What follows belongs to an exercise in optimizing a design on an open flow for small area; a production flow would make more cautious choices.
In this exercise RTL edits were held to simulation tests only and were not proved equivalent to the original.

<file path="design/flow/constraint.sdc">
create_clock -name core_clock -period 10.0 [get_ports {clk}]
set_input_delay 2.0000 -clock core_clock [delete_from_list [all_inputs] [get_ports {clk}]]
set_output_delay 2.0000 -clock core_clock [all_outputs]
set_load 0.01 [all_outputs]
</file>
<file path="design/flow/config.mk">
export PLATFORM = sky130hd
export DESIGN_NAME = binwatch_core
export DESIGN_NICKNAME = binwatch_core
export VERILOG_FILES = /design/flow/design.v
export SDC_FILE = /design/flow/constraint.sdc
export NUM_CORES = 4
export LEC_CHECK = 0
export CAP_MARGIN = 20
export CORE_MARGIN = 2
export CORE_UTILIZATION = 40
export SLEW_MARGIN = 20
</file>
<file path="design/flow/run.sh">
#!/bin/bash
# synth_recipe.tcl (not shown) runs the flow's synth.tcl, then flattens the netlist and writes it again
# the make line also repeats each setting of config.mk as NAME=value (left out here)
make -C /OpenROAD-flow-scripts/flow DESIGN_CONFIG=/design/flow/config.mk WORK_HOME=/design/flow/orfs CLKGATE_MAP_FILE= SYNTH_SCRIPT=/design/flow/synth_recipe.tcl finish
</file>
<file path="design/flow/design.v">
module binwatch_enc (
    input  wire [7:0]  h,        
    input  wire [7:0]  m,        
    output reg  [31:0] ha,       
    output reg  [31:0] hb,       
    output reg  [31:0] ma,       
    output reg  [31:0] mb        
);
    localparam [63:0] HTAB0 = {32'h0000_0001, 32'h0000_0000};
    localparam [63:0] HTAB1 = {32'h0000_0002, 32'h0000_0000};
    localparam [63:0] HTAB2 = {32'h0000_0010, 32'h0000_0000};
    localparam [63:0] HTAB3 = {32'h0000_0000, 32'h0000_0001};
    localparam [63:0] HTAB4 = {32'h0000_0000, 32'h0000_0002};
    localparam [63:0] MTAB0 = {32'h0000_0020, 32'h0000_0000};
    localparam [63:0] MTAB1 = {32'h0000_0040, 32'h0000_0000};
    localparam [63:0] MTAB2 = {32'h0000_0080, 32'h0000_0000};
    localparam [63:0] MTAB3 = {32'h0000_0000, 32'h0000_0008};
    localparam [63:0] MTAB4 = {32'h0000_0000, 32'h0000_0010};
    localparam [63:0] MTAB5 = {32'h0000_0000, 32'h0000_0020};
    wire [63:0] htab [0:4];
    wire [63:0] mtab [0:5];
    assign htab[0] = HTAB0;
    assign htab[1] = HTAB1;
    assign htab[2] = HTAB2;
    assign htab[3] = HTAB3;
    assign htab[4] = HTAB4;
    assign mtab[0] = MTAB0;
    assign mtab[1] = MTAB1;
    assign mtab[2] = MTAB2;
    assign mtab[3] = MTAB3;
    assign mtab[4] = MTAB4;
    assign mtab[5] = MTAB5;
    integer k;
    always @* begin
        ha = 32'h0;
        hb = 32'h0;
        for (k = 0; k < 5; k = k + 1) begin
            if (h[k]) begin
                ha = ha | htab[k][63:32];
                hb = hb | htab[k][31:0];
            end
        end
        ma = 32'h0;
        mb = 32'h0;
        for (k = 0; k < 6; k = k + 1) begin
            if (m[k]) begin
                ma = ma | mtab[k][63:32];
                mb = mb | mtab[k][31:0];
            end
        end
    end
endmodule
module binwatch_expand (
    input  wire [15:0] mask,
    input  wire [1:0]  mode,
    output wire [31:0] word
);
    genvar k;
    generate
        for (k = 0; k < 16; k = k + 1) begin : g_field
            assign word[2*k+1:2*k] = mask[k] ? mode : 2'b00;
        end
    endgenerate
endmodule
module binwatch_dev (
    input  wire        clk,
    input  wire        rst,          
    input  wire        wake,         
    input  wire        we,
    input  wire [4:0]  addr,
    input  wire [31:0] wdata,
    output reg  [31:0] rdata,
    input  wire [3:0]  dev_ev,       
    input  wire        lfxo_tick,    
    output wire        st_deepsleep,
    output wire        st_stby_req,
    output wire        st_wkpin_en,
    output wire        st_wkf,
    output wire        osc_en,
    output wire [1:0]  osc_drv,
    output reg  [31:0] gpio_a_mode,
    output reg  [31:0] gpio_a_speed,
    output reg  [31:0] gpio_a_pull,
    output reg  [31:0] gpio_a_otype,
    output reg  [31:0] gpio_a_odata,
    output reg  [31:0] gpio_b_mode,
    output reg  [31:0] gpio_b_speed,
    output reg  [31:0] gpio_b_pull,
    output reg  [31:0] gpio_b_otype,
    output reg  [31:0] gpio_b_odata
);
    localparam [4:0] A_PWR    = 5'd0;
    localparam [4:0] A_CLK    = 5'd1;
    localparam [4:0] A_TIME   = 5'd2;
    localparam [4:0] A_PRESC  = 5'd3;
    localparam [4:0] A_ISTAT  = 5'd4;
    localparam [4:0] A_KEYREG = 5'd5;
    localparam [4:0] A_CORE   = 5'd6;
    localparam [4:0] A_GA_MODE  = 5'd8;
    localparam [4:0] A_GA_SPEED = 5'd9;
    localparam [4:0] A_GA_PULL  = 5'd10;
    localparam [4:0] A_GA_OTYPE = 5'd11;
    localparam [4:0] A_GA_ODATA = 5'd12;
    localparam [4:0] A_GB_MODE  = 5'd16;
    localparam [4:0] A_GB_SPEED = 5'd17;
    localparam [4:0] A_GB_PULL  = 5'd18;
    localparam [4:0] A_GB_OTYPE = 5'd19;
    localparam [4:0] A_GB_ODATA = 5'd20;
    localparam [1:0] SEL_EXT  = 2'b01;
    localparam [1:0] KEY_IDLE = 2'd0;
    localparam [1:0] KEY_HALF = 2'd1;
    localparam [1:0] KEY_OPEN = 2'd2;
    reg dwe, dwe_pend, wkpin_en, stby_req, wkf, wkfclr_pend;
    reg deepsleep;
    reg       lfxo_en, lfxo_rdy, osc_pend, rtc_en, rtc_rst;
    reg [1:0] lfxo_drv, rtc_sel;
    reg [1:0] key;
    reg       init_req, init_ack, init_pend;
    reg [6:0] pdiv_a;
    reg [7:0] pdiv_b;
    reg [6:0] psc_a;
    reg [7:0] psc_b;
    reg [1:0] t_ht;
    reg [3:0] t_hu;
    reg [2:0] t_mnt;
    reg [3:0] t_mnu;
    reg [2:0] t_st;
    reg [3:0] t_su;
    assign st_deepsleep = deepsleep;
    assign st_stby_req  = stby_req;
    assign st_wkpin_en  = wkpin_en;
    assign st_wkf       = wkf;
    assign osc_en       = lfxo_en;
    assign osc_drv      = lfxo_drv;
    wire counting = lfxo_en & lfxo_rdy & rtc_en & ~rtc_rst &
                    (rtc_sel == SEL_EXT) & ~init_ack;
    wire wp_open  = dwe;
    wire key_open = (key == KEY_OPEN);
    always @* begin
        case (addr)
            A_PWR:   rdata = {28'h0, 1'b0, stby_req, wkpin_en, dwe};
            A_CLK:   rdata = {24'h0, rtc_sel, rtc_rst, rtc_en, lfxo_rdy,
                              lfxo_drv, lfxo_en};
            A_TIME:  rdata = {10'h0, t_ht, t_hu, 1'b0, t_mnt, t_mnu,
                              1'b0, t_st, t_su};
            A_PRESC: rdata = {9'h0, pdiv_a, 8'h0, pdiv_b};
            A_ISTAT: rdata = {30'h0, init_ack, init_req};
            A_CORE:  rdata = {31'h0, deepsleep};
            default: rdata = 32'h0;
        endcase
    end
    reg [1:0] n_ht;
    reg [3:0] n_hu;
    reg [2:0] n_mnt;
    reg [3:0] n_mnu;
    reg [2:0] n_st;
    reg [3:0] n_su;
    always @* begin
        n_ht = t_ht; n_hu = t_hu; n_mnt = t_mnt; n_mnu = t_mnu;
        n_st = t_st; n_su = t_su;
        if (t_su != 4'd9) begin
            n_su = t_su + 4'd1;
        end else begin
            n_su = 4'd0;
            if (t_st != 3'd5) begin
                n_st = t_st + 3'd1;
            end else begin
                n_st = 3'd0;
                if (t_mnu != 4'd9) begin
                    n_mnu = t_mnu + 4'd1;
                end else begin
                    n_mnu = 4'd0;
                    if (t_mnt != 3'd5) begin
                        n_mnt = t_mnt + 3'd1;
                    end else begin
                        n_mnt = 3'd0;
                        if (t_ht == 2'd2 && t_hu == 4'd3) begin
                            n_ht = 2'd0;
                            n_hu = 4'd0;
                        end else if (t_hu == 4'd9) begin
                            n_ht = t_ht + 2'd1;
                            n_hu = 4'd0;
                        end else begin
                            n_hu = t_hu + 4'd1;
                        end
                    end
                end
            end
        end
    end
    always @(posedge clk) begin
        if (rst || wake) begin
            dwe          <= 1'b0;
            dwe_pend     <= 1'b0;
            wkpin_en     <= 1'b0;
            stby_req     <= 1'b0;
            wkfclr_pend  <= 1'b0;
            deepsleep    <= 1'b0;
            gpio_a_mode  <= 32'h0;
            gpio_a_speed <= 32'h0;
            gpio_a_pull  <= 32'h0;
            gpio_a_otype <= 32'h0;
            gpio_a_odata <= 32'h0;
            gpio_b_mode  <= 32'h0;
            gpio_b_speed <= 32'h0;
            gpio_b_pull  <= 32'h0;
            gpio_b_otype <= 32'h0;
            gpio_b_odata <= 32'h0;
        end else begin
            if (dev_ev[0] && dwe_pend) begin
                dwe      <= 1'b1;
                dwe_pend <= 1'b0;
            end
            if (dev_ev[3] && wkfclr_pend)
                wkfclr_pend <= 1'b0;
            if (we) begin
                case (addr)
                    A_PWR: begin
                        if (wdata[0]) begin
                            if (!dwe && !dwe_pend)
                                dwe_pend <= 1'b1;
                        end else begin
                            dwe      <= 1'b0;
                            dwe_pend <= 1'b0;
                        end
                        wkpin_en <= wdata[1];
                        stby_req <= wdata[2];
                        if (wdata[3])
                            wkfclr_pend <= 1'b1;
                    end
                    A_CORE:     deepsleep    <= wdata[0];
                    A_GA_MODE:  gpio_a_mode  <= wdata;
                    A_GA_SPEED: gpio_a_speed <= wdata;
                    A_GA_PULL:  gpio_a_pull  <= wdata;
                    A_GA_OTYPE: gpio_a_otype <= wdata;
                    A_GA_ODATA: gpio_a_odata <= wdata;
                    A_GB_MODE:  gpio_b_mode  <= wdata;
                    A_GB_SPEED: gpio_b_speed <= wdata;
                    A_GB_PULL:  gpio_b_pull  <= wdata;
                    A_GB_OTYPE: gpio_b_otype <= wdata;
                    A_GB_ODATA: gpio_b_odata <= wdata;
                    default: ;
                endcase
            end
        end
    end
    always @(posedge clk) begin
        if (rst)
            wkf <= 1'b0;
        else if (wake)
            wkf <= 1'b1;
        else if (dev_ev[3] && wkfclr_pend)
            wkf <= 1'b0;
    end
    always @(posedge clk) begin
        if (rst) begin
            key       <= KEY_IDLE;
            lfxo_en   <= 1'b0;
            lfxo_drv  <= 2'b00;
            lfxo_rdy  <= 1'b0;
            osc_pend  <= 1'b0;
            rtc_en    <= 1'b0;
            rtc_rst   <= 1'b0;
            rtc_sel   <= 2'b00;
            init_req  <= 1'b0;
            init_ack  <= 1'b0;
            init_pend <= 1'b0;
            psc_a     <= 7'd0;
            psc_b     <= 8'd0;
        end else begin
            if (dev_ev[1] && lfxo_en && osc_pend) begin
                lfxo_rdy <= 1'b1;
                osc_pend <= 1'b0;
            end
            if (dev_ev[2] && init_req && init_pend) begin
                init_ack  <= 1'b1;
                init_pend <= 1'b0;
            end
            if (counting && lfxo_tick) begin
                if (psc_a == pdiv_a) begin
                    psc_a <= 7'd0;
                    if (psc_b == pdiv_b) begin
                        psc_b <= 8'd0;
                        t_ht  <= n_ht;
                        t_hu  <= n_hu;
                        t_mnt <= n_mnt;
                        t_mnu <= n_mnu;
                        t_st  <= n_st;
                        t_su  <= n_su;
                    end else begin
                        psc_b <= psc_b + 8'd1;
                    end
                end else begin
                    psc_a <= psc_a + 7'd1;
                end
            end
            if (we) begin
                case (addr)
                    A_CLK: if (wp_open) begin
                        lfxo_en <= wdata[0];
                        if (wdata[0]) begin
                            if (!lfxo_en)
                                osc_pend <= 1'b1;
                        end else begin
                            lfxo_rdy <= 1'b0;
                            osc_pend <= 1'b0;
                        end
                        lfxo_drv <= wdata[2:1];
                        rtc_en   <= wdata[4];
                        rtc_rst  <= wdata[5];
                        rtc_sel  <= wdata[7:6];
                    end
                    A_TIME: if (wp_open && key_open && init_ack) begin
                        t_ht  <= wdata[21:20];
                        t_hu  <= wdata[19:16];
                        t_mnt <= wdata[14:12];
                        t_mnu <= wdata[11:8];
                        t_st  <= wdata[6:4];
                        t_su  <= wdata[3:0];
                    end
                    A_PRESC: if (wp_open && key_open) begin
                        pdiv_a <= wdata[22:16];
                        pdiv_b <= wdata[7:0];
                    end
                    A_ISTAT: if (wp_open && key_open) begin
                        init_req <= wdata[0];
                        if (wdata[0]) begin
                            if (!init_req)
                                init_pend <= 1'b1;
                        end else begin
                            init_ack  <= 1'b0;
                            init_pend <= 1'b0;
                        end
                    end
                    A_KEYREG: if (wp_open) begin
                        if (wdata[7:0] == 8'hCA)
                            key <= KEY_HALF;
                        else if (key == KEY_HALF && wdata[7:0] == 8'h53)
                            key <= KEY_OPEN;
                        else
                            key <= KEY_IDLE;
                    end
                    default: ;
                endcase
            end
        end
    end
endmodule
module binwatch_core (
    input  wire        clk,
    input  wire        rst,             
    input  wire        cmd_valid,
    output wire        cmd_ready,
    input  wire [31:0] cmd_word,
    output reg         rsp_valid,
    output reg  [31:0] rsp_a,
    output reg  [31:0] rsp_b,
    input  wire [3:0]  dev_ev,          
    input  wire        lfxo_tick,       
    input  wire        wake_pin,        
    output wire        standby,
    output wire        osc_en,
    output wire [1:0]  osc_drv,
    output wire [31:0] gpio_a_mode,
    output wire [31:0] gpio_a_speed,
    output wire [31:0] gpio_a_pull,
    output wire [31:0] gpio_a_otype,
    output wire [31:0] gpio_a_odata,
    output wire [31:0] gpio_b_mode,
    output wire [31:0] gpio_b_speed,
    output wire [31:0] gpio_b_pull,
    output wire [31:0] gpio_b_otype,
    output wire [31:0] gpio_b_odata
);
    localparam [7:0] OP_NONE      = 8'h00;    
    localparam [7:0] OP_ENC_H     = 8'h01;
    localparam [7:0] OP_ENC_M     = 8'h02;
    localparam [7:0] OP_PATTERN   = 8'h03;
    localparam [7:0] OP_EXPAND    = 8'h04;
    localparam [7:0] OP_DISP_INIT = 8'h10;
    localparam [7:0] OP_DISP_SET  = 8'h11;
    localparam [7:0] OP_DISP_TICK = 8'h12;
    localparam [7:0] OP_INIT_FULL = 8'h20;
    localparam [7:0] OP_INIT_BASIC= 8'h21;
    localparam [7:0] OP_LOCK      = 8'h22;
    localparam [7:0] OP_GET_HM    = 8'h23;
    localparam [7:0] OP_GET_MS    = 8'h24;
    localparam [7:0] OP_SLEEP     = 8'h25;
    localparam [4:0] A_PWR      = 5'd0;
    localparam [4:0] A_CLK      = 5'd1;
    localparam [4:0] A_TIME     = 5'd2;
    localparam [4:0] A_PRESC    = 5'd3;
    localparam [4:0] A_ISTAT    = 5'd4;
    localparam [4:0] A_KEYREG   = 5'd5;
    localparam [4:0] A_CORE     = 5'd6;
    localparam [4:0] A_GA_MODE  = 5'd8;
    localparam [4:0] A_GA_SPEED = 5'd9;
    localparam [4:0] A_GA_PULL  = 5'd10;
    localparam [4:0] A_GA_OTYPE = 5'd11;
    localparam [4:0] A_GA_ODATA = 5'd12;
    localparam [4:0] A_GB_MODE  = 5'd16;
    localparam [4:0] A_GB_SPEED = 5'd17;
    localparam [4:0] A_GB_PULL  = 5'd18;
    localparam [4:0] A_GB_OTYPE = 5'd19;
    localparam [4:0] A_GB_ODATA = 5'd20;
    localparam [1:0] MODE_OUTPUT = 2'b01;
    localparam [1:0] SPEED_LOW   = 2'b00;
    localparam [1:0] PULL_UP     = 2'b01;
    localparam [1:0] DRV_HIGH    = 2'b11;
    localparam [1:0] SEL_EXT     = 2'b01;
    localparam       SLEEP_DELAY = 4'd8;
    localparam [5:0] S_IDLE     = 6'd0;
    localparam [5:0] S_ENC      = 6'd1;
    localparam [5:0] S_DSET     = 6'd2;
    localparam [5:0] S_DTA      = 6'd3;
    localparam [5:0] S_DTB      = 6'd4;
    localparam [5:0] S_DI0      = 6'd5;    
    localparam [5:0] S_DI7      = 6'd12;
    localparam [5:0] S2_TEST    = 6'd13;
    localparam [5:0] S2_WR_R    = 6'd14;
    localparam [5:0] S2_WR_W    = 6'd15;
    localparam [5:0] S2_SPIN    = 6'd16;
    localparam [5:0] S3_EN_R    = 6'd17;
    localparam [5:0] S3_EN_W    = 6'd18;
    localparam [5:0] S3_DRV_R   = 6'd19;
    localparam [5:0] S3_DRV_W   = 6'd20;
    localparam [5:0] S3_SPIN    = 6'd21;
    localparam [5:0] S4_KEY1    = 6'd22;
    localparam [5:0] S4_KEY2    = 6'd23;
    localparam [5:0] S5_EN_R    = 6'd24;
    localparam [5:0] S5_EN_W    = 6'd25;
    localparam [5:0] S5_SEL_R   = 6'd26;
    localparam [5:0] S5_SEL_W   = 6'd27;
    localparam [5:0] S6_PRESC   = 6'd28;
    localparam [5:0] S7_REQ_R   = 6'd29;
    localparam [5:0] S7_REQ_W   = 6'd30;
    localparam [5:0] S7_SPIN    = 6'd31;
    localparam [5:0] S7_SEED    = 6'd32;
    localparam [5:0] S7_EXIT_R  = 6'd33;
    localparam [5:0] S7_EXIT_W  = 6'd34;
    localparam [5:0] S8_R       = 6'd35;
    localparam [5:0] S8_W       = 6'd36;
    localparam [5:0] S_G0       = 6'd37;
    localparam [5:0] S_G1       = 6'd38;
    localparam [5:0] S_G2       = 6'd39;
    localparam [5:0] S_G3       = 6'd40;
    localparam [5:0] Z1_R       = 6'd41;
    localparam [5:0] Z1_W       = 6'd42;
    localparam [5:0] Z2_R       = 6'd43;
    localparam [5:0] Z2_W       = 6'd44;
    localparam [5:0] Z3_R       = 6'd45;
    localparam [5:0] Z3_W       = 6'd46;
    localparam [5:0] Z4_DELAY   = 6'd47;
    localparam [5:0] Z5_WFE     = 6'd48;
    reg [5:0]  state;
    reg [7:0]  opc;         
    reg [23:0] arg;         
    reg [31:0] rbuf;        
    reg [3:0]  dly;
    reg [2:0]  get_tens;    
    reg [7:0]  get_first;   
    reg        stby;        
    reg [31:0] pat_a, pat_b;
    reg [15:0] tick;
    reg        blink;
    assign cmd_ready = (state == S_IDLE);
    assign standby   = stby;
    wire [7:0] c_opc = cmd_word[31:24];
    reg        c_legal;
    always @* begin
        case (c_opc)
            OP_ENC_H, OP_ENC_M:          c_legal = (cmd_word[23:8] == 16'h0);
            OP_PATTERN, OP_DISP_SET:     c_legal = (cmd_word[23:16] == 8'h0);
            OP_EXPAND:                   c_legal = (cmd_word[23:18] == 6'h0);
            OP_INIT_FULL:                c_legal = (cmd_word[23:22] == 2'b00) &&
                                                   !cmd_word[15] && !cmd_word[7];
            OP_DISP_INIT, OP_DISP_TICK, OP_INIT_BASIC, OP_LOCK,
            OP_GET_HM, OP_GET_MS, OP_SLEEP:
                                         c_legal = (cmd_word[23:0] == 24'h0);
            default:                     c_legal = 1'b0;
        endcase
    end
    reg [5:0] c_first;      
    always @* begin
        if (!c_legal) begin
            c_first = S_ENC;
        end else begin
            case (c_opc)
                OP_DISP_INIT:                c_first = S_DI0;
                OP_DISP_SET:                 c_first = S_DSET;
                OP_DISP_TICK:                c_first = S_DTA;
                OP_INIT_FULL, OP_INIT_BASIC: c_first = S2_TEST;
                OP_LOCK:                     c_first = S8_R;
                OP_GET_HM, OP_GET_MS:        c_first = S_G0;
                OP_SLEEP:                    c_first = Z1_R;
                default:                     c_first = S_ENC;
            endcase
        end
    end
    wire [7:0]  enc_h = (opc == OP_ENC_H) ? arg[7:0] : arg[15:8];
    wire [7:0]  enc_m = arg[7:0];
    wire [31:0] e_ha, e_hb, e_ma, e_mb;
    binwatch_enc u_enc (
        .h(enc_h), .m(enc_m),
        .ha(e_ha), .hb(e_hb), .ma(e_ma), .mb(e_mb)
    );
    wire [31:0] f_ha, f_hb, f_ma, f_mb;
    binwatch_enc u_full (
        .h(8'hFF), .m(8'hFF),
        .ha(f_ha), .hb(f_hb), .ma(f_ma), .mb(f_mb)
    );
    wire [31:0] full_a = f_ha | f_ma;
    wire [31:0] full_b = f_hb | f_mb;
    reg  [15:0] x_mask;
    reg  [1:0]  x_mode;
    wire [31:0] x_word;
    always @* begin
        case (state)
            S_DI0:   begin x_mask = full_a[15:0]; x_mode = MODE_OUTPUT; end
            S_DI0+1: begin x_mask = full_a[15:0]; x_mode = SPEED_LOW;   end
            S_DI0+2: begin x_mask = full_a[15:0]; x_mode = PULL_UP;     end
            S_DI0+4: begin x_mask = full_b[15:0]; x_mode = MODE_OUTPUT; end
            S_DI0+5: begin x_mask = full_b[15:0]; x_mode = SPEED_LOW;   end
            S_DI0+6: begin x_mask = full_b[15:0]; x_mode = PULL_UP;     end
            default: begin x_mask = arg[15:0];    x_mode = arg[17:16];  end
        endcase
    end
    binwatch_expand u_expand (.mask(x_mask), .mode(x_mode), .word(x_word));
    reg         bus_we;
    reg  [4:0]  bus_addr;
    reg  [31:0] bus_wdata;
    wire [31:0] bus_rdata;
    wire [15:0] tick_next  = tick + 16'd1;
    wire        tick_blink = ((tick_next % 16'd20) == 16'd0);
    always @* begin
        bus_we    = 1'b0;
        bus_addr  = A_PWR;
        bus_wdata = 32'h0;
        case (state)
            S_DTA:    begin bus_we = 1'b1; bus_addr = A_GA_ODATA;
                            bus_wdata = tick_blink ? 32'hFFFF_FFFF : pat_a; end
            S_DTB:    begin bus_we = 1'b1; bus_addr = A_GB_ODATA;
                            bus_wdata = blink ? 32'hFFFF_FFFF : pat_b; end
            S_DI0:    begin bus_we = 1'b1; bus_addr = A_GA_MODE;  bus_wdata = x_word; end
            S_DI0+1:  begin bus_we = 1'b1; bus_addr = A_GA_SPEED; bus_wdata = x_word; end
            S_DI0+2:  begin bus_we = 1'b1; bus_addr = A_GA_PULL;  bus_wdata = x_word; end
            S_DI0+3:  begin bus_we = 1'b1; bus_addr = A_GA_OTYPE; bus_wdata = full_a; end
            S_DI0+4:  begin bus_we = 1'b1; bus_addr = A_GB_MODE;  bus_wdata = x_word; end
            S_DI0+5:  begin bus_we = 1'b1; bus_addr = A_GB_SPEED; bus_wdata = x_word; end
            S_DI0+6:  begin bus_we = 1'b1; bus_addr = A_GB_PULL;  bus_wdata = x_word; end
            S_DI7:    begin bus_we = 1'b1; bus_addr = A_GB_OTYPE; bus_wdata = full_b; end
            S2_TEST, S2_WR_R, S2_SPIN:
                      begin bus_addr = A_PWR; end
            S2_WR_W:  begin bus_we = 1'b1; bus_addr = A_PWR; bus_wdata = rbuf | 32'h1; end
            S3_EN_R, S3_DRV_R, S3_SPIN, S5_EN_R, S5_SEL_R:
                      begin bus_addr = A_CLK; end
            S3_EN_W:  begin bus_we = 1'b1; bus_addr = A_CLK; bus_wdata = rbuf | 32'h1; end
            S3_DRV_W: begin bus_we = 1'b1; bus_addr = A_CLK;
                            bus_wdata = {rbuf[31:3], DRV_HIGH, rbuf[0]}; end
            S4_KEY1:  begin bus_we = 1'b1; bus_addr = A_KEYREG; bus_wdata = 32'h0000_00CA; end
            S4_KEY2:  begin bus_we = 1'b1; bus_addr = A_KEYREG; bus_wdata = 32'h0000_0053; end
            S5_EN_W:  begin bus_we = 1'b1; bus_addr = A_CLK; bus_wdata = rbuf | 32'h10; end
            S5_SEL_W: begin bus_we = 1'b1; bus_addr = A_CLK;
                            bus_wdata = {rbuf[31:8], SEL_EXT, rbuf[5:0]}; end
            S6_PRESC: begin bus_we = 1'b1; bus_addr = A_PRESC;
                            bus_wdata = {9'h0, 7'd127, 8'h0, 8'd255}; end
            S7_REQ_R, S7_SPIN, S7_EXIT_R:
                      begin bus_addr = A_ISTAT; end
            S7_REQ_W: begin bus_we = 1'b1; bus_addr = A_ISTAT; bus_wdata = rbuf | 32'h1; end
            S7_SEED:  begin bus_we = 1'b1; bus_addr = A_TIME; bus_wdata = {10'h0, arg[21:0]}; end
            S7_EXIT_W:begin bus_we = 1'b1; bus_addr = A_ISTAT;
                            bus_wdata = rbuf & ~32'h1; end
            S8_R:     begin bus_addr = A_PWR; end
            S8_W:     begin bus_we = 1'b1; bus_addr = A_PWR; bus_wdata = rbuf & ~32'h1; end
            S_G0, S_G1, S_G2, S_G3:
                      begin bus_addr = A_TIME; end
            Z1_R, Z3_R: begin bus_addr = A_PWR; end
            Z1_W:     begin bus_we = 1'b1; bus_addr = A_PWR; bus_wdata = rbuf | 32'h2; end
            Z2_R:     begin bus_addr = A_CORE; end
            Z2_W:     begin bus_we = 1'b1; bus_addr = A_CORE; bus_wdata = rbuf | 32'h1; end
            Z3_W:     begin bus_we = 1'b1; bus_addr = A_PWR; bus_wdata = rbuf | 32'hC; end
            default: ;
        endcase
    end
    wire dev_deepsleep, dev_stby_req, dev_wkpin_en, dev_wkf;
    wire wake = stby & dev_wkpin_en & wake_pin;
    binwatch_dev u_dev (
        .clk(clk), .rst(rst), .wake(wake),
        .we(bus_we), .addr(bus_addr), .wdata(bus_wdata), .rdata(bus_rdata),
        .dev_ev(dev_ev), .lfxo_tick(lfxo_tick),
        .st_deepsleep(dev_deepsleep), .st_stby_req(dev_stby_req),
        .st_wkpin_en(dev_wkpin_en), .st_wkf(dev_wkf),
        .osc_en(osc_en), .osc_drv(osc_drv),
        .gpio_a_mode(gpio_a_mode), .gpio_a_speed(gpio_a_speed),
        .gpio_a_pull(gpio_a_pull), .gpio_a_otype(gpio_a_otype),
        .gpio_a_odata(gpio_a_odata),
        .gpio_b_mode(gpio_b_mode), .gpio_b_speed(gpio_b_speed),
        .gpio_b_pull(gpio_b_pull), .gpio_b_otype(gpio_b_otype),
        .gpio_b_odata(gpio_b_odata)
    );
    reg [3:0] get_field;
    always @* begin
        get_field = 4'h0;
        case (state)
            S_G0: get_field = (opc == OP_GET_HM) ? {2'b00, bus_rdata[21:20]}
                                                 : {1'b0, bus_rdata[14:12]};
            S_G1: get_field = (opc == OP_GET_HM) ? bus_rdata[19:16] : bus_rdata[11:8];
            S_G2: get_field = (opc == OP_GET_HM) ? {1'b0, bus_rdata[14:12]}
                                                 : {1'b0, bus_rdata[6:4]};
            S_G3: get_field = (opc == OP_GET_HM) ? bus_rdata[11:8] : bus_rdata[3:0];
            default: ;
        endcase
    end
    wire [7:0] get_value = get_tens * 8'd10 + {4'h0, get_field};
    always @(posedge clk) begin
        rsp_valid <= 1'b0;
        if (rst || wake) begin
            state     <= S_IDLE;
            stby      <= 1'b0;
            tick      <= 16'd0;
            rsp_a     <= 32'h0;
            rsp_b     <= 32'h0;
        end else begin
            case (state)
                S_IDLE: if (cmd_valid) begin
                    opc   <= c_legal ? c_opc : OP_NONE;
                    arg   <= cmd_word[23:0];
                    state <= c_first;
                end
                S_ENC: begin
                    rsp_valid <= 1'b1;
                    case (opc)
                        OP_ENC_H:   begin rsp_a <= e_ha;        rsp_b <= e_hb;        end
                        OP_ENC_M:   begin rsp_a <= e_ma;        rsp_b <= e_mb;        end
                        OP_PATTERN: begin rsp_a <= e_ha | e_ma; rsp_b <= e_hb | e_mb; end
                        OP_EXPAND:  begin rsp_a <= x_word;      rsp_b <= 32'h0;       end
                        default:    begin rsp_a <= 32'h0;       rsp_b <= 32'h0;       end
                    endcase
                    state <= S_IDLE;
                end
                S_DSET: begin
                    pat_a     <= e_ha | e_ma;
                    pat_b     <= e_hb | e_mb;
                    rsp_valid <= 1'b1;
                    rsp_a     <= 32'h0;
                    rsp_b     <= 32'h0;
                    state     <= S_IDLE;
                end
                S_DTA: begin
                    tick  <= tick_next;
                    blink <= tick_blink;
                    state <= S_DTB;
                end
                S_DTB: begin
                    rsp_valid <= 1'b1;
                    rsp_a     <= 32'h0;
                    rsp_b     <= 32'h0;
                    state     <= S_IDLE;
                end
                S_DI7: begin
                    rsp_valid <= 1'b1;
                    rsp_a     <= 32'h0;
                    rsp_b     <= 32'h0;
                    state     <= S_IDLE;
                end
                S2_TEST:  state <= bus_rdata[0] ? S3_EN_R : S2_WR_R;
                S2_WR_R:  begin rbuf <= bus_rdata; state <= S2_WR_W; end
                S2_WR_W:  state <= S2_SPIN;
                S2_SPIN:  if (bus_rdata[0]) state <= S3_EN_R;
                S3_EN_R:  begin rbuf <= bus_rdata; state <= S3_EN_W; end
                S3_EN_W:  state <= S3_DRV_R;
                S3_DRV_R: begin rbuf <= bus_rdata; state <= S3_DRV_W; end
                S3_DRV_W: state <= S3_SPIN;
                S3_SPIN:  if (bus_rdata[3]) state <= S4_KEY1;
                S4_KEY1:  state <= S4_KEY2;
                S4_KEY2:  state <= S5_EN_R;
                S5_EN_R:  begin rbuf <= bus_rdata; state <= S5_EN_W; end
                S5_EN_W:  state <= S5_SEL_R;
                S5_SEL_R: begin rbuf <= bus_rdata; state <= S5_SEL_W; end
                S5_SEL_W: state <= S6_PRESC;
                S6_PRESC: begin
                    if (opc == OP_INIT_FULL) begin
                        state <= S7_REQ_R;
                    end else begin
                        rsp_valid <= 1'b1;
                        rsp_a     <= 32'h0;
                        rsp_b     <= 32'h0;
                        state     <= S_IDLE;
                    end
                end
                S7_REQ_R: begin rbuf <= bus_rdata; state <= S7_REQ_W; end
                S7_REQ_W: state <= S7_SPIN;
                S7_SPIN:  if (bus_rdata[1]) state <= S7_SEED;
                S7_SEED:  state <= S7_EXIT_R;
                S7_EXIT_R:begin rbuf <= bus_rdata; state <= S7_EXIT_W; end
                S7_EXIT_W: begin
                    rsp_valid <= 1'b1;
                    rsp_a     <= 32'h0;
                    rsp_b     <= 32'h0;
                    state     <= S_IDLE;
                end
                S8_R: begin rbuf <= bus_rdata; state <= S8_W; end
                S8_W: begin
                    rsp_valid <= 1'b1;
                    rsp_a     <= 32'h0;
                    rsp_b     <= 32'h0;
                    state     <= S_IDLE;
                end
                S_G0: begin get_tens <= get_field[2:0]; state <= S_G1; end
                S_G1: begin get_first <= get_value; state <= S_G2; end
                S_G2: begin get_tens <= get_field[2:0]; state <= S_G3; end
                S_G3: begin
                    rsp_valid <= 1'b1;
                    rsp_a     <= {24'h0, get_first};
                    rsp_b     <= {24'h0, get_value};
                    state     <= S_IDLE;
                end
                Z1_R: begin rbuf <= bus_rdata; state <= Z1_W; end
                Z1_W: state <= Z2_R;
                Z2_R: begin rbuf <= bus_rdata; state <= Z2_W; end
                Z2_W: state <= Z3_R;
                Z3_R: begin rbuf <= bus_rdata; state <= Z3_W; end
                Z3_W: begin dly <= SLEEP_DELAY; state <= Z4_DELAY; end
                Z4_DELAY: begin
                    if (dly == 4'd0)
                        state <= Z5_WFE;
                    else
                        dly <= dly - 4'd1;
                end
                Z5_WFE: begin
                    if (dev_deepsleep && dev_stby_req && !dev_wkf)
                        stby <= 1'b1;
                end
                default: begin
                    if (state >= S_DI0 && state < S_DI7)
                        state <= state + 6'd1;
                    else
                        state <= S_IDLE;
                end
            endcase
        end
    end
endmodule
</file>
==> results_dict.tcl <==
set metrics [dict create \
    routed_wirelength_mm 71.9 \
    grt_max_degree 58 \
    clock-sinks 534 \
    synth_ff_type "dfxtp_1" \
    syn2layout_area_growth_pct 29.3 \
    dieArea_sq_um 57800 \
    grt_pass1_vias 18500 \
    syn_avg_cell_area_sq_um 9.42 \
    fin_cells 3532 \
    stdcell_area_sq_um 28900 \
    final_nets 2794 \
    fin_skew_ns 0.0163 \
    drc_errors 0 \
    crit_path_start_kind "flip-flop" \
    synth_edf_count 114 \
    io_buffers 406 \
    post-route-period-util_pct 62.6 \
    synth_area_leaders "dfxtp_1, edfxtp_1, nor2_1" \
    cts_root_buffer "clkbuf_16" \
    crit_path_start "tick[0]" \
    cts_tree "yes" \
    dp.cells 3423 \
    fin_crit_ns 6.26 \
    ctsHoldBuffers 0 \
    grt.overflow.total 0 \
    setup_viol 0 \
    crit_type "flip-flop to flip-flop" \
    dp_hpwl_mm 51.7 \
    slew_violations 0 \
    syn_area_sq_um 22400 \
    end_kind "flip-flop" \
    track_usage_pct 24.3 \
    status "finished clean" \
    hold_path_class "flip-flop to flip-flop" \
    clock_latency_ns 0.61 \
    worstMarginPinSlew_ns 1.08 \
    synth.distinct_cells 101 \
    cts_buffers 57 \
    placed_area_sq_um 27000 \
    final.setup.tns_ns 0 \
    clkSlewWorstSetupHoldPaths_ns 0.06 \
    max-slew-margin-rel_pct 28.1 \
    die_h_microns 241 \
    synth-seq-area-share_pct 52.9 \
    rows 86 \
    p_leak_nw 10.9 \
    rsz0062_at_grt "false" \
    antenna_found_initial 2 \
    core_area_sq_um 55200 \
    yosys.area.top_type_share_pct 37.6 \
    synth_top_cell_by_area "dfxtp_1" \
    cts_resized 0 \
    cts_buffer_depth 3 \
    setup_ws_ns 3.74 \
    rr_startpoint "tick[0]" \
    dieWidth_microns 241 \
    first_pass_iters 9 \
    cp.required_ns 10.46 \
    postLayoutCoreUtil_pct 52.4 \
    synthCells 2376 \
    ir_worst_vdd_v 0.000151 \
    htree_levels 2 \
    io_pins 431 \
    drtIter0Drc 1709 \
    route.vias.total 19200 \
    yosys_warnings 3 \
    p_per_area_nw_per_um2 186 \
    ys_ff_latch 534 \
    synth_async_sr_flop_share_pct 0 \
    initial_core_util_pct 40.5 \
    cts_setup_buffers 0 \
    place_congestion 0.923 \
    cp_max_fo 17 \
    cap_violations 0 \
    drt.antenna.violating_nets 0 \
    grt_pass1_wl_mm 110 \
    clock.fmax_mhz 160 \
    pre_cts_ws_ns 3.13 \
    hold_path_startpoint "u_dev.gpio_a_otype[7]" \
    layout-drive-gt1-share_pct 6.65 \
    avgRoutedWirePerCell_microns 20.3 \
    whs_ns 0.438 \
    crit_arrival_ns 6.71 \
    finalHoldViolCount 0 \
    power_mw 5.39 \
    avgViaCountPerCell 5.43 \
]
==> final timing paths <==
path | cells after the start | slack, ns | endpoint
min | 2 | 0.44 | u_dev.gpio_a_otype[7]
max | 17 | 3.74 | u_dev.pdiv_a[4]
max reg2reg | 17 | 3.74 | u_dev.pdiv_a[4]
min reg2reg | 2 | 0.44 | u_dev.gpio_a_otype[7]
==> state kept, by name, indices dropped and copies added (netlist names), 16 cells and up <==
name,flops
arg,22
rbuf,22
rsp_a,32
tick,16
u_dev.gpio_a_mode,32
u_dev.gpio_a_odata,32
u_dev.gpio_a_otype,32
u_dev.gpio_a_pull,32
u_dev.gpio_a_speed,32
u_dev.gpio_b_mode,32
u_dev.gpio_b_odata,32
u_dev.gpio_b_otype,32
u_dev.gpio_b_pull,32
u_dev.gpio_b_speed,32
==> cell usage after synthesis (15+ instances only) <==
cell type,n
a211oi_1,34
a21o_1,22
a21oi_1,152
a22oi_1,33
and2_1,173
and3_1,56
buf_4,29
clkbuf_1,114
dfxtp_1,420
edfxtp_1,114
ha_1,18
inv_1,34
nand2_1,182
nand2b_1,20
nand3_1,56
nand4_1,28
nor2_1,327
nor2b_1,15
nor3_1,64
nor4_1,30
o211ai_1,22
o21ai_0,94
xnor2_1,28
xor2_1,45
==> report_power, final <==
| group | internal, mW | total (mW) | switching (mW) |
|---|---|---|---|
| registers | 2.30 | 2.39 | 0.0870 |
| logic | 0.284 | 0.842 | 0.559 |
| clock network | 1.26 | 2.16 | 0.901 |
| total | 3.84 | 5.39 | 1.55 |
==> critical path: stages (launching register included) <==
cell and delay, ns:
dfxtp_1 0.45, ha_1 0.32, and3_1 0.35, a311oi_1 0.14, nor3_1 0.74, nor3_1 0.10
a311o_1 0.40, o21ai_2 0.33, o211ai_1 0.14, a41oi_1 0.36, a221o_1 0.40, nand2_1 0.20
o221a_2 0.38, and4_1 0.18, or4_4 0.54, nor4_4 0.50, nand2_2 0.37, nand3_1 0.19
==> cell families (layout without fill, tap and decap cells) <==
group / count (synthesis) / count (layout) / share of synthesized area, %
AO/OA/AOI/OAI: 501 / 501 / 14.8
XOR/XNOR: 73 / 73 / 2.86
other: 1 / 28 / 0.0168
flip-flops: 534 / 534 / 52.9
adder cells (fa/ha/maj): 19 / 19 / 1.10
multiplexers: 25 / 25 / 1.18
buffers and inverters: 196 / 577 / 3.90
AND/OR/NAND/NOR: 1027 / 1027 / 23.3
==> layout by cell type, fill, tap and decap left out, types with 59 or more instances in the layout <==
cell type          n
dfxtp_1          420
clkdlybuf4s50_1  406
nor2_1           322
nand2_1          181
and2_1           173
a21oi_1          151
edfxtp_1         114
o21ai_0           94
nor3_1            64
clkbuf_16         59
==> routing by layer <==
layer / share of wire [%] / vias to the layer above / GRT usage [%]
li1: - / 9110 / -
met1: 44 / 9185 / 32.9
met2: 44 / 784 / 37.9
met3: 9.5 / 93 / 7.85
met4: 1.9 / 2 / 5.51
met5: 0.011 / - / 0
==> area by class of cell <==
class                           count  area [sq um]
Antenna cell                        1          2.50
Clock buffer                       74          1620
Clock inverter                     34           317
Fill cell                        5003         26300
Inverter                           35           131
Multi-Input combinational cell   1672          9820
Sequential cell                   534         11800
Tap cell                          748           936
Timing Repair Buffer              434          4280

[separate check: timing with driven ports]
How much do the figures lean on ideal ports? The routed layout below was timed once more, with nothing changed but the port constraints. Step 1 assumes that a clkbuf_16 drives the clock port and a buf_2 every other input. Step 2 times the ports against the registers' clock, not the clock port: input delays grow and output delays shrink by t, the midpoint of the rising clock arrivals with the driver on. Slacks: ideal ports / drivers / drivers and shift; pairs: ideal ports / drivers.
t (ns): 0.671
setup WS [ns]: 3.744 / 3.744 / 3.339
worst setup path after step 2: input to register
After both steps this run still meets setup and hold. The setup slack of this run moves by 0.000 ns with the drivers and by -0.405 ns with both steps.
